Source: an optimization exercise on an open RTL-to-GDS flow (aim: small area, a short achievable clock period and few clock cycles). Production flows keep margins and buffers that such runs may drop.
In this exercise RTL edits were held to simulation tests only and were not proved equivalent to the original.

==> design/flow/design.v <==
module pif_fadd #(parameter OUTREG = 1) (
    input  wire        clk,
    input  wire [31:0] a,
    input  wire [31:0] b,
    input  wire        sub,
    output wire [31:0] y
);
    wire        sa = a[31];
    wire        sb = b[31] ^ sub;
    wire [7:0]  ea = a[30:23];
    wire [7:0]  eb = b[30:23];
    wire [22:0] fa = a[22:0];
    wire [22:0] fb = b[22:0];
    wire a_nan = (ea == 8'hFF) && (fa != 0);
    wire b_nan = (eb == 8'hFF) && (fb != 0);
    wire a_inf = (ea == 8'hFF) && (fa == 0);
    wire b_inf = (eb == 8'hFF) && (fb == 0);
    wire [23:0] ma = {ea != 0, fa};
    wire [23:0] mb = {eb != 0, fb};
    wire [7:0]  ea_eff = (ea == 0) ? 8'd1 : ea;
    wire [7:0]  eb_eff = (eb == 0) ? 8'd1 : eb;
    reg [4:0] tza, tzb;
    integer i;
    always @(*) begin
        tza = 5'd24; tzb = 5'd24;
        for (i = 23; i >= 0; i = i - 1) begin
            if (ma[i]) tza = i;
            if (mb[i]) tzb = i;
        end
    end
    wire        swap    = (b[30:0] > a[30:0]);
    wire [8:0]  dab     = {1'b0, ea_eff} - {1'b0, eb_eff};
    wire [8:0]  dba     = {1'b0, eb_eff} - {1'b0, ea_eff};
    wire [7:0]  diff    = swap ? dba[7:0] : dab[7:0];
    wire        s_big   = swap ? sb : sa;
    wire [7:0]  e_big   = swap ? eb_eff : ea_eff;
    wire [23:0] m_big   = swap ? mb : ma;
    wire [23:0] m_small = swap ? ma : mb;
    wire [4:0]  tz_small = swap ? tza : tzb;
    wire [25:0] sh_small = (diff > 8'd26) ? 26'd0 : ({m_small, 2'b00} >> diff[4:0]);
    wire        sticky   = ({3'd0, tz_small} + 8'd2 < diff) && (tz_small != 5'd24);
    wire [26:0] m_small_al = {sh_small, sticky};
    wire        eff_sub = sa ^ sb;
    wire [27:0] sum = eff_sub ? ({1'b0, m_big, 3'b000} - {1'b0, m_small_al})
                              : ({1'b0, m_big, 3'b000} + {1'b0, m_small_al});
    reg  [27:0] r_sum;
    reg  [7:0]  r_e;
    reg         r_s, r_nan, r_ainf, r_binf, r_sa, r_sb, r_zs, r_e254;
    always @(posedge clk) begin
        r_sum  <= sum;
        r_e    <= e_big;
        r_s    <= s_big;
        r_nan  <= a_nan || b_nan || (a_inf && b_inf && eff_sub);
        r_ainf <= a_inf;
        r_binf <= b_inf;
        r_sa   <= sa;
        r_sb   <= sb;
        r_zs   <= sa & sb;
        r_e254 <= (e_big == 8'd254);
    end
    wire [27:0] marker = (r_e > 8'd27) ? 28'd0 : (28'h8000000 >> r_e[4:0]);
    wire [27:0] lzin   = r_sum | marker;
    reg  [4:0]  lz;
    always @(*) begin
        lz = 5'd27;
        for (i = 0; i < 28; i = i + 1)
            if (lzin[i]) lz = 27 - i;
    end
    wire [27:0] x     = r_sum << lz;
    wire [26:0] norm  = {x[27:2], x[1] | x[0]};
    wire [8:0]  e_res = x[27] ? ({1'b0, r_e} + 9'd1 - {4'd0, lz}) : 9'd0;
    wire        rnd   = norm[2] & (norm[1] | norm[0] | norm[3]);
    wire [30:0] mag   = {e_res[7:0], norm[25:3]} + {30'd0, rnd};
    reg [31:0] yc;
    always @(*) begin
        if (r_nan)
            yc = 32'h7FC00000;
        else if (r_ainf)
            yc = {r_sa, 8'hFF, 23'd0};
        else if (r_binf)
            yc = {r_sb, 8'hFF, 23'd0};
        else if (r_sum == 0)
            yc = {r_zs, 31'd0};
        else if (r_e254 & r_sum[27])
            yc = {r_s, 8'hFF, 23'd0};
        else
            yc = {r_s, mag};
    end
    generate
        if (OUTREG) begin : g_reg
            reg [31:0] yr;
            always @(posedge clk) yr <= yc;
            assign y = yr;
        end else begin : g_comb
            assign y = yc;
        end
    endgenerate
endmodule
module pif_faddsub (
    input  wire        clk,
    input  wire [31:0] a,
    input  wire [31:0] b,
    output reg  [31:0] yp,
    output reg  [31:0] ym
);
    wire        sa = a[31];
    wire        sb = b[31];
    wire [7:0]  ea = a[30:23];
    wire [7:0]  eb = b[30:23];
    wire [22:0] fa = a[22:0];
    wire [22:0] fb = b[22:0];
    wire a_nan = (ea == 8'hFF) && (fa != 0);
    wire b_nan = (eb == 8'hFF) && (fb != 0);
    wire a_inf = (ea == 8'hFF) && (fa == 0);
    wire b_inf = (eb == 8'hFF) && (fb == 0);
    wire [23:0] ma = {ea != 0, fa};
    wire [23:0] mb = {eb != 0, fb};
    wire [7:0]  ea_eff = (ea == 0) ? 8'd1 : ea;
    wire [7:0]  eb_eff = (eb == 0) ? 8'd1 : eb;
    reg [4:0] tza, tzb;
    integer i;
    always @(*) begin
        tza = 5'd24; tzb = 5'd24;
        for (i = 23; i >= 0; i = i - 1) begin
            if (ma[i]) tza = i;
            if (mb[i]) tzb = i;
        end
    end
    wire        swap    = (b[30:0] > a[30:0]);
    wire [8:0]  dab     = {1'b0, ea_eff} - {1'b0, eb_eff};
    wire [8:0]  dba     = {1'b0, eb_eff} - {1'b0, ea_eff};
    wire [7:0]  diff    = swap ? dba[7:0] : dab[7:0];
    wire [7:0]  e_big   = swap ? eb_eff : ea_eff;
    wire [23:0] m_big   = swap ? mb : ma;
    wire [23:0] m_small = swap ? ma : mb;
    wire [4:0]  tz_small = swap ? tza : tzb;
    wire [25:0] sh_small = (diff > 8'd26) ? 26'd0 : ({m_small, 2'b00} >> diff[4:0]);
    wire        sticky   = ({3'd0, tz_small} + 8'd2 < diff) && (tz_small != 5'd24);
    wire [26:0] m_small_al = {sh_small, sticky};
    wire [27:0] s_add = {1'b0, m_big, 3'b000} + {1'b0, m_small_al};
    wire [27:0] s_sub = {1'b0, m_big, 3'b000} - {1'b0, m_small_al};
    reg  [27:0] r_add, r_sub;
    reg  [7:0]  r_e;
    reg         r_swap, r_sa, r_sb, r_anan, r_bnan, r_ainf, r_binf, r_e254;
    always @(posedge clk) begin
        r_add  <= s_add;
        r_sub  <= s_sub;
        r_e    <= e_big;
        r_swap <= swap;
        r_sa   <= sa;
        r_sb   <= sb;
        r_anan <= a_nan;
        r_bnan <= b_nan;
        r_ainf <= a_inf;
        r_binf <= b_inf;
        r_e254 <= (e_big == 8'd254);
    end
    wire [26:0] norm_a = r_add[27] ? {r_add[27:2], r_add[1] | r_add[0]} : r_add[26:0];
    wire [7:0]  e_a    = r_add[27] ? r_e + 8'd1 : (r_add[26] ? r_e : 8'd0);
    wire        rnd_a  = norm_a[2] & (norm_a[1] | norm_a[0] | norm_a[3]);
    wire [30:0] mag_a  = {e_a, norm_a[25:3]} + {30'd0, rnd_a};
    wire        ovf_a  = r_e254 & r_add[27];
    wire        zero_a = (r_add == 28'd0);
    wire [27:0] marker = (r_e > 8'd27) ? 28'd0 : (28'h8000000 >> r_e[4:0]);
    wire [27:0] lzin   = r_sub | marker;
    reg  [4:0]  lz;
    always @(*) begin
        lz = 5'd27;
        for (i = 0; i < 28; i = i + 1)
            if (lzin[i]) lz = 27 - i;
    end
    wire [27:0] x      = r_sub << lz;
    wire [26:0] norm_s = {x[27:2], x[1] | x[0]};
    wire [8:0]  e_s    = x[27] ? ({1'b0, r_e} + 9'd1 - {4'd0, lz}) : 9'd0;
    wire        rnd_s  = norm_s[2] & (norm_s[1] | norm_s[0] | norm_s[3]);
    wire [30:0] mag_s  = {e_s[7:0], norm_s[25:3]} + {30'd0, rnd_s};
    wire        zero_s = (r_sub == 28'd0);
    wire        same  = ~(r_sa ^ r_sb);
    wire        sbp   = r_sb;        
    wire        sbm   = ~r_sb;       
    wire        s_bigp = r_swap ? sbp : r_sa;
    wire        s_bigm = r_swap ? sbm : r_sa;
    always @(*) begin
        if (r_anan || r_bnan || (r_ainf && r_binf && !same))
            yp = 32'h7FC00000;
        else if (r_ainf)
            yp = {r_sa, 8'hFF, 23'd0};
        else if (r_binf)
            yp = {sbp, 8'hFF, 23'd0};
        else if (same ? zero_a : zero_s)
            yp = {r_sa & sbp, 31'd0};
        else if (same & ovf_a)
            yp = {s_bigp, 8'hFF, 23'd0};
        else
            yp = {s_bigp, same ? mag_a : mag_s};
        if (r_anan || r_bnan || (r_ainf && r_binf && same))
            ym = 32'h7FC00000;
        else if (r_ainf)
            ym = {r_sa, 8'hFF, 23'd0};
        else if (r_binf)
            ym = {sbm, 8'hFF, 23'd0};
        else if (same ? zero_s : zero_a)
            ym = {r_sa & sbm, 31'd0};
        else if (!same & ovf_a)
            ym = {s_bigm, 8'hFF, 23'd0};
        else
            ym = {s_bigm, same ? mag_s : mag_a};
    end
endmodule
module pif_fmul (
    input  wire        clk,
    input  wire [31:0] a,
    input  wire [31:0] b,
    output reg  [31:0] y
);
    wire        s  = a[31] ^ b[31];
    wire [7:0]  ea = a[30:23];
    wire [7:0]  eb = b[30:23];
    wire [22:0] fa = a[22:0];
    wire [22:0] fb = b[22:0];
    wire a_nan  = (ea == 8'hFF) && (fa != 0);
    wire b_nan  = (eb == 8'hFF) && (fb != 0);
    wire a_inf  = (ea == 8'hFF) && (fa == 0);
    wire b_inf  = (eb == 8'hFF) && (fb == 0);
    wire a_zero = (a[30:0] == 0);
    wire b_zero = (b[30:0] == 0);
    wire [23:0] ma = {ea != 0, fa};
    wire [23:0] mb = {eb != 0, fb};
    reg [4:0] lza, lzb, tza, tzb;
    integer i;
    always @(*) begin
        lza = 5'd0; lzb = 5'd0; tza = 5'd0; tzb = 5'd0;
        for (i = 0; i < 24; i = i + 1) begin
            if (ma[i]) lza = 23 - i;
            if (mb[i]) lzb = 23 - i;
        end
        for (i = 23; i >= 0; i = i - 1) begin
            if (ma[i]) tza = i;
            if (mb[i]) tzb = i;
        end
    end
    wire signed [10:0] E   = $signed({3'b000, (ea == 0) ? 8'd1 : ea})
                           + $signed({3'b000, (eb == 0) ? 8'd1 : eb}) - 11'sd127;
    wire        [5:0]  lzi = {1'b0, lza} + {1'b0, lzb};
    wire               lmode = (E >= $signed({5'd0, lzi}));
    wire signed [10:0] sh  = lmode ? $signed({5'd0, lzi})
                           : ((E < -11'sd25) ? -11'sd25 : E);
    wire        [10:0] t_w = 11'sd23 - sh;                  
    wire signed [10:0] eA  = E + 11'sd1 - $signed({5'd0, lzi});
    wire [47:0] p = ma * mb;
    reg  [47:0] r_p;
    reg  [5:0]  r_t, r_tz;
    reg  [7:0]  r_eA, r_eAm1;
    reg         r_ovfA, r_ovfB, r_eAge2, r_lmode, r_s;
    reg         r_nan, r_inf, r_zero;
    always @(posedge clk) begin
        r_p     <= p;
        r_t     <= t_w[5:0];
        r_tz    <= {1'b0, tza} + {1'b0, tzb};
        r_eA    <= eA[7:0];
        r_eAm1  <= eA[7:0] - 8'd1;
        r_ovfA  <= (eA >= 11'sd255);
        r_ovfB  <= (eA >= 11'sd256);
        r_eAge2 <= (eA >= 11'sd2);
        r_lmode <= lmode;
        r_s     <= s;
        r_nan   <= a_nan || b_nan || (a_inf && b_zero) || (b_inf && a_zero);
        r_inf   <= a_inf || b_inf;
        r_zero  <= a_zero || b_zero;
    end
    wire [48:0] q = {r_p, 1'b0};
    wire [48:0] w = q >> r_t;
    wire        extra  = ~w[25] & r_lmode & r_eAge2;
    wire [23:0] m_keep = extra ? w[24:1] : w[25:2];
    wire        g      = extra ? w[0] : w[1];
    wire        st     = ({1'b0, r_tz} + {6'd0, extra}) < {1'b0, r_t};
    wire        rnd    = g & (st | m_keep[0]);
    wire [7:0]  e_field = w[25] ? r_eA : (extra ? r_eAm1 : 8'd0);
    wire        ovf    = w[25] ? r_ovfA : (extra & r_ovfB);
    wire [30:0] mag    = {e_field, m_keep[22:0]} + {30'd0, rnd};
    always @(posedge clk) begin
        if (r_nan)
            y <= 32'h7FC00000;
        else if (r_inf)
            y <= {r_s, 8'hFF, 23'd0};
        else if (r_zero)
            y <= {r_s, 31'd0};
        else if (ovf)
            y <= {r_s, 8'hFF, 23'd0};
        else
            y <= {r_s, mag};
    end
endmodule
module pif_fft (
    input  wire        clk,
    input  wire        rst,
    input  wire        start,
    input  wire [3:0]  log2n,       
    output wire        ready,
    output reg         done,
    output reg         fault,       
    output reg         cb_rd_en,
    output reg  [11:0] cb_rd_addr,
    input  wire [63:0] cb_rd_data,
    output reg         cb_wr_en,
    output reg  [11:0] cb_wr_addr,
    output reg  [63:0] cb_wr_data,
    output reg         tw_rd_en,
    output reg  [10:0] tw_rd_addr,
    input  wire [63:0] tw_rd_data
);
    localparam [1:0] S_IDLE = 2'd0,
                     S_RUN  = 2'd1,    
                     S_GAP  = 2'd2,    
                     S_DRN  = 2'd3;    
    reg  [1:0]  state;
    reg         ph;
    reg  [11:0] i1;          
    reg  [11:0] lbit;        
    reg  [12:0] nbit;        
    reg  [10:0] tw;          
    reg  [11:0] ts;          
    reg  [10:0] twmask;      
    reg  [2:0]  gapn;        
    reg  [2:0]  gcnt;
    reg  [3:0]  dcnt;
    reg  [11:0] ra_cur, ra_prev;
    reg  [11:0] wi1, wlbit;
    reg  [10:0] vsr;         
    assign ready = (state == S_IDLE);
    wire [12:0] i1_inc  = {1'b0, i1 | lbit} + 13'd1;
    wire [12:0] i1_nx   = i1_inc & ~{1'b0, lbit};
    wire        i1_wrap = |(i1_nx & nbit);
    wire        last_st = lbit[11:0] == nbit[12:1];
    wire [12:0] wi1_inc = {1'b0, wi1 | wlbit} + 13'd1;
    wire [12:0] wi1_nx  = wi1_inc & ~{1'b0, wlbit};
    wire        wi1_wrap = |(wi1_nx & nbit);
    wire issue = (state == S_RUN) && !ph;
    always @(posedge clk) begin
        if (rst) begin
            state    <= S_IDLE;
            done     <= 1'b0;
            fault    <= 1'b0;
            cb_rd_en <= 1'b0;
            cb_wr_en <= 1'b0;
            tw_rd_en <= 1'b0;
            vsr      <= 11'd0;
            ph       <= 1'b0;
        end else begin
            done     <= 1'b0;
            ph       <= ~ph;
            vsr      <= {vsr[9:0], issue};
            tw_rd_en <= 1'b0;
            cb_rd_en <= 1'b0;
            cb_wr_en <= 1'b0;
            if (!ph) begin
                cb_rd_en   <= issue;
                tw_rd_en   <= issue;
                cb_rd_addr <= i1 | lbit;
                tw_rd_addr <= tw;
                ra_prev    <= ra_cur;
                ra_cur     <= i1;
                cb_wr_en   <= vsr[9];
                cb_wr_addr <= wi1;
                if (vsr[9]) begin
                    if (wi1_wrap) begin
                        wi1   <= 12'd0;
                        wlbit <= {wlbit[10:0], 1'b0};
                    end else begin
                        wi1   <= wi1_nx[11:0];
                    end
                end
            end else begin
                cb_rd_en   <= vsr[2];
                cb_rd_addr <= ra_prev;
                cb_wr_en   <= vsr[8];
                cb_wr_addr <= wi1 | wlbit;
            end
            case (state)
                S_IDLE: begin
                    if (start) begin
                        ph     <= 1'b0;
                        i1     <= 12'd0;
                        lbit   <= 12'd1;
                        wi1    <= 12'd0;
                        wlbit  <= 12'd1;
                        tw     <= 11'd0;
                        nbit   <= 13'd1 << log2n;
                        ts     <= 12'd1 << (log2n - 4'd1);
                        twmask <= (11'd1 << (log2n - 4'd1)) - 11'd1;
                        gapn   <= (log2n == 4'd2) ? 3'd5 :
                                  (log2n == 4'd3) ? 3'd4 :
                                  (log2n == 4'd4) ? 3'd2 : 3'd0;
                        if (log2n > 4'd12) begin
                            done  <= 1'b1;
                            fault <= 1'b1;
                        end else if (log2n == 4'd0) begin
                            done  <= 1'b1;
                            fault <= 1'b0;
                        end else begin
                            fault <= 1'b0;
                            state <= S_RUN;
                        end
                    end
                end
                S_RUN: begin
                    if (!ph) begin
                        if (i1_wrap) begin
                            i1   <= 12'd0;
                            tw   <= 11'd0;
                            lbit <= {lbit[10:0], 1'b0};
                            ts   <= {1'b0, ts[11:1]};
                            gcnt <= gapn;
                            if (last_st) begin
                                dcnt  <= 4'd10;
                                state <= S_DRN;
                            end else if (gapn != 3'd0) begin
                                state <= S_GAP;
                            end
                        end else begin
                            i1 <= i1_nx[11:0];
                            tw <= (tw + ts[10:0]) & twmask;
                        end
                    end
                end
                S_GAP: begin
                    if (!ph) begin
                        gcnt <= gcnt - 3'd1;
                        if (gcnt == 3'd1) state <= S_RUN;
                    end
                end
                default: begin    
                    dcnt <= dcnt - 4'd1;
                    if (dcnt == 4'd1) begin
                        done  <= 1'b1;
                        state <= S_IDLE;
                    end
                end
            endcase
        end
    end
    reg  [63:0] b_r, w_r, a_r;
    reg  [31:0] aim_d, yre, zre, zim;
    always @(posedge clk) begin
        if (!ph) begin
            b_r <= cb_rd_data;
            w_r <= tw_rd_data;
        end else begin
            a_r <= cb_rd_data;
        end
        aim_d <= a_r[63:32];
    end
    wire [31:0] p_y, q_y, x_y, y_y, z_y;
    pif_fmul u_p (.clk(clk), .a(w_r[31:0]),  .b(ph ? b_r[31:0]  : b_r[63:32]), .y(p_y));
    pif_fmul u_q (.clk(clk), .a(w_r[63:32]), .b(ph ? b_r[63:32] : b_r[31:0]),  .y(q_y));
    pif_fadd #(.OUTREG(1)) u_x (.clk(clk), .a(p_y), .b(q_y), .sub(ph), .y(x_y));
    wire [31:0] a_op = ph ? a_r[31:0] : aim_d;
    pif_faddsub u_yz (.clk(clk), .a(a_op), .b(x_y), .yp(z_y), .ym(y_y));
    always @(posedge clk) begin
        if (!ph) begin
            yre <= y_y;
            zre <= z_y;
            cb_wr_data <= {zim, zre};
        end else begin
            zim <= z_y;
            cb_wr_data <= {y_y, yre};
        end
    end
endmodule
==> design/flow/run.sh <==
#!/bin/bash
# synth_recipe.tcl (not shown) runs the flow's synth.tcl, then flattens the netlist and writes it again
# the make line also repeats each setting of config.mk as NAME=value (left out here)
make -C /OpenROAD-flow-scripts/flow DESIGN_CONFIG=/design/flow/config.mk WORK_HOME=/design/flow/orfs CLKGATE_MAP_FILE= SYNTH_SCRIPT=/design/flow/synth_recipe.tcl finish
==> design/flow/config.mk <==
export PLATFORM = sky130hd
export DESIGN_NAME = pif_fft
export DESIGN_NICKNAME = pif_fft
export VERILOG_FILES = /design/flow/design.v
export SDC_FILE = /design/flow/constraint.sdc
export NUM_CORES = 4
export LEC_CHECK = 0
export CAP_MARGIN = 20
export CORE_MARGIN = 2
export CORE_UTILIZATION = 40
export SLEW_MARGIN = 20
==> design/flow/constraint.sdc <==
create_clock -name core_clock -period 22.0 [get_ports {clk}]
set_input_delay 4.4000 -clock core_clock [delete_from_list [all_inputs] [get_ports {clk}]]
set_output_delay 4.4000 -clock core_clock [all_outputs]
set_load 0.01 [all_outputs]
==> run_results.csv <==
group,metric,value,unit
status,status,"complete, no violations",
placed_design,placed_cells,14354,
timing,layout_min_cycle_time,10620,ps
timing,setup_tns,0,ps
synth,synth-seq-area-share,23.10,%
grt,grt_pass1_vias,83647,
synth,synthFlopType,"dfxtp_1",
timing,hold_viol_final,0,
synth,yosysMostFrequentCell,"nand2_1",
clock_network,hold_buffers,0,
drt,drtIter0Drc,6991,
synth,synth_top_area_cell,"fa_1",
worst_setup_path,critical_path_class,"flip-flop to flip-flop",
worst_setup_path,path_max_fanout,129,
drt,viasPerCell,5.706,
timing,setup_violations,0,
synth,yosys-top-cells-count,"nand2_1, inv_1, fa_1, nor2_1, ha_1",
timing,clock.fmax,94.20,MHz
die,core,0.2519,sq mm
synth,synthesis.area,0.1015,sq mm
drt,vias,83103,
finish,area_growth,9.120,%
synth,synth_area_leaders,"fa_1, edfxtp_1, dfxtp_1",
synth,async_flop_share,0,%
drt,wl,334700,um
finish,nets,12956,
worst_hold_path,worstHoldPathType,"flip-flop to flip-flop",
grt,grt_max_degree,130,
die,die_w,507.6,um
clock_network,clk_latency,810,ps
synth,syn-num-nets,13088,
synth,yosysUniqueCellTypes,112,
worst_setup_path,slowest_delay,890,ps
synth,synth_top_area_share,19.40,%
clock_network,cts.clk_slew.worst_paths,60,ps
worst_setup_path,crit_path_frequent_cell,"fa_1",
timing,fin_crit_sh,48.25,%
flow_run,maxCapViolations,0,
timing,slew_headroom,22.40,%
grt,overflow,0,
placed_design,portBuffers,239,
drt,firstDrtPassIters,6,
timing,hold_ws,336.1,ps
grt,grt_pass1_wl,510900,um
worst_setup_path,critPathBufInv,5,
placed_design,place_congestion,1.023,
clock_network,cts_root_buffer,"clkbuf_16",
grt,antenna_found_initial,17,
die,die_y,507.6,um
die,num_rows,184,
synth,syn_avg_cell_area,9.022,sq um
worst_setup_path,cp.required,22690,ps
worst_setup_path,arrival,11310,ps
timing,clock-skew-final,74.13,ps
synth,synth_seq_cells,945,
worst_setup_path,cp_slowest_cell,"mux2_2",
die,pin_count,240,
clock_network,clk_path_buf_depth,3,
finish,drive_above_1_share,7.309,%
clock_network,cts_tree,"yes",
worst_setup_path,critPathLaunchType,"flip-flop",
synth,syn_inst,11246,
clock_network,cts_htree_levels,3,
clock_network,cts-buffers-inserted,105,
timing,rsz0062_at_grt,"false",
clock_network,ctsResizeCount,0,
timing,tightest_slew,1135,ps
clock_network,post-cts-setup-buffers,0,
drt,drcViolationCount,0,
worst_setup_path,cpLargestDelayFamily,"adder cells",
placed_design,hpwl,258400,um
timing,slew_violations,0,
synth,synth_edf_count,452,
finish,layout.cells.non_filler,14564,
worst_setup_path,endpoint_kind,"flip-flop",
die,start_util,40.28,%
grt,grt_usage,25.62,%
drt,wl_per_cell,22.98,um
die,dieArea,0.2577,sq mm
clock_network,cts.sinks,945,
drt,ant_nets,0,
synth,ys_warn_count,4,
[state kept, by name, summed over array words and instances, names as in the netlist, 32 cells and up]
register      cells
yre              32
b_r              64
cb_wr_data       64
u_q.y            32
w_r              64
zre              32
u_p.r_p          48
aim_d            32
u_p.y            32
u_q.r_p          48
a_r              64
u_x.g_reg.yr     32
zim              32
[per-layer routing]
| layer | wire (um) | up-vias | track usage [%] |
|---|---|---|---|
| met5 | 41 | - | 0 |
| li1 | - | 37652 | - |
| met1 | 140700 | 41392 | 34.29 |
| met3 | 27450 | 688 | 4.763 |
| met2 | 151800 | 3365 | 40.79 |
| met4 | 14740 | 6 | 10.37 |
[layout make-up]
| cell class | instances | area, sq um |
|---|---|---|
| Clock buffer | 141 | 3127 |
| Timing Repair Buffer | 408 | 3674 |
| Multi-Input combinational cell | 8279 | 70390 |
| Antenna cell | 10 | 25.02 |
| Fill cell | 24430 | 141100 |
| Sequential cell | 945 | 23450 |
| Clock inverter | 58 | 691.9 |
| Inverter | 1375 | 5169 |
| Tap cell | 3348 | 4189 |
[layout by cell type (no fill, tap or decap), types with 104 or more instances in the layout]
cell type,instances
mux4_2,153
clkdlybuf4s50_1,239
edfxtp_1,452
nand3_1,174
nor2b_1,129
a21oi_1,564
inv_1,1348
xor2_1,159
nand2_1,1381
clkbuf_16,116
o21bai_1,106
nor3_1,197
a21o_1,128
fa_1,982
xnor2_1,267
and2_1,309
nor4_1,104
dfxtp_1,487
o21ai_0,346
mux2_2,189
ha_1,723
nor2_1,835
mux2i_1,322
buf_4,167
[worst paths after layout]
| check | from | endpoint | slack (ps) | cells past startpoint |
|---|---|---|---|---|
| max reg2reg | ph | u_q.r_p[47] | 11380 | 28 |
| min reg2reg | u_x.g_reg.yr[31] | u_yz.r_sb | 340 | 0 |
| max | ph | u_q.r_p[47] | 11380 | 28 |
| min | u_x.g_reg.yr[31] | u_yz.r_sb | 340 | 0 |
[metrics by stage]
step | setup slack [ps] | util [%] | cell area [sq um]
after floorplan | 8660 | - | 101500
after global placement | 11760 | 42.42 | 106800
after detailed placement | 11600 | 42.42 | 106800
after CTS | 11520 | 43.94 | 110700
after global routing | 10450 | 43.95 | 110700
final | 11380 | 43.96 | 110700
[cell families after synthesis]
logic type / synth area share, %
buffers and inverters: 7.641
adders and majority gates: 28.32
and+or+nand+nor: 16.50
AOI/OAI and AO/OA: 12.03
muxes: 8.720
DFF: 23.10
xor gates and xnor gates: 3.677
Testbench counts, summed over its fixed seeds: cycles 120,788.

## static timing again, ports no longer ideal
Ports are ideal in the flow. The routed layout listed here was re-timed in OpenROAD.
Step 1 (the two cells are an assumption about what drives the block):
set clk [get_ports {clk}]
set_driving_cell -lib_cell sky130_fd_sc_hd__clkbuf_16 $clk
set_driving_cell -lib_cell sky130_fd_sc_hd__buf_2 [delete_from_list [all_inputs] $clk]
Step 2 moves the port delays by t, midway between the first and last clock arrival at a register: inputs arrive t later, outputs are due t later. That takes back most of the time a late clock gives input paths.
Three values: no drivers, after step 1, after step 2; two values: the first two.
shift t [ns]: 0.877
setup slack, ns: 11.385 / 11.385 / 11.385
worst setup path after step 2: register to register
After both steps this run still meets setup and hold. For this run, drivers alone change the setup slack by 0.000 ns; drivers and shift together by 0.000 ns.
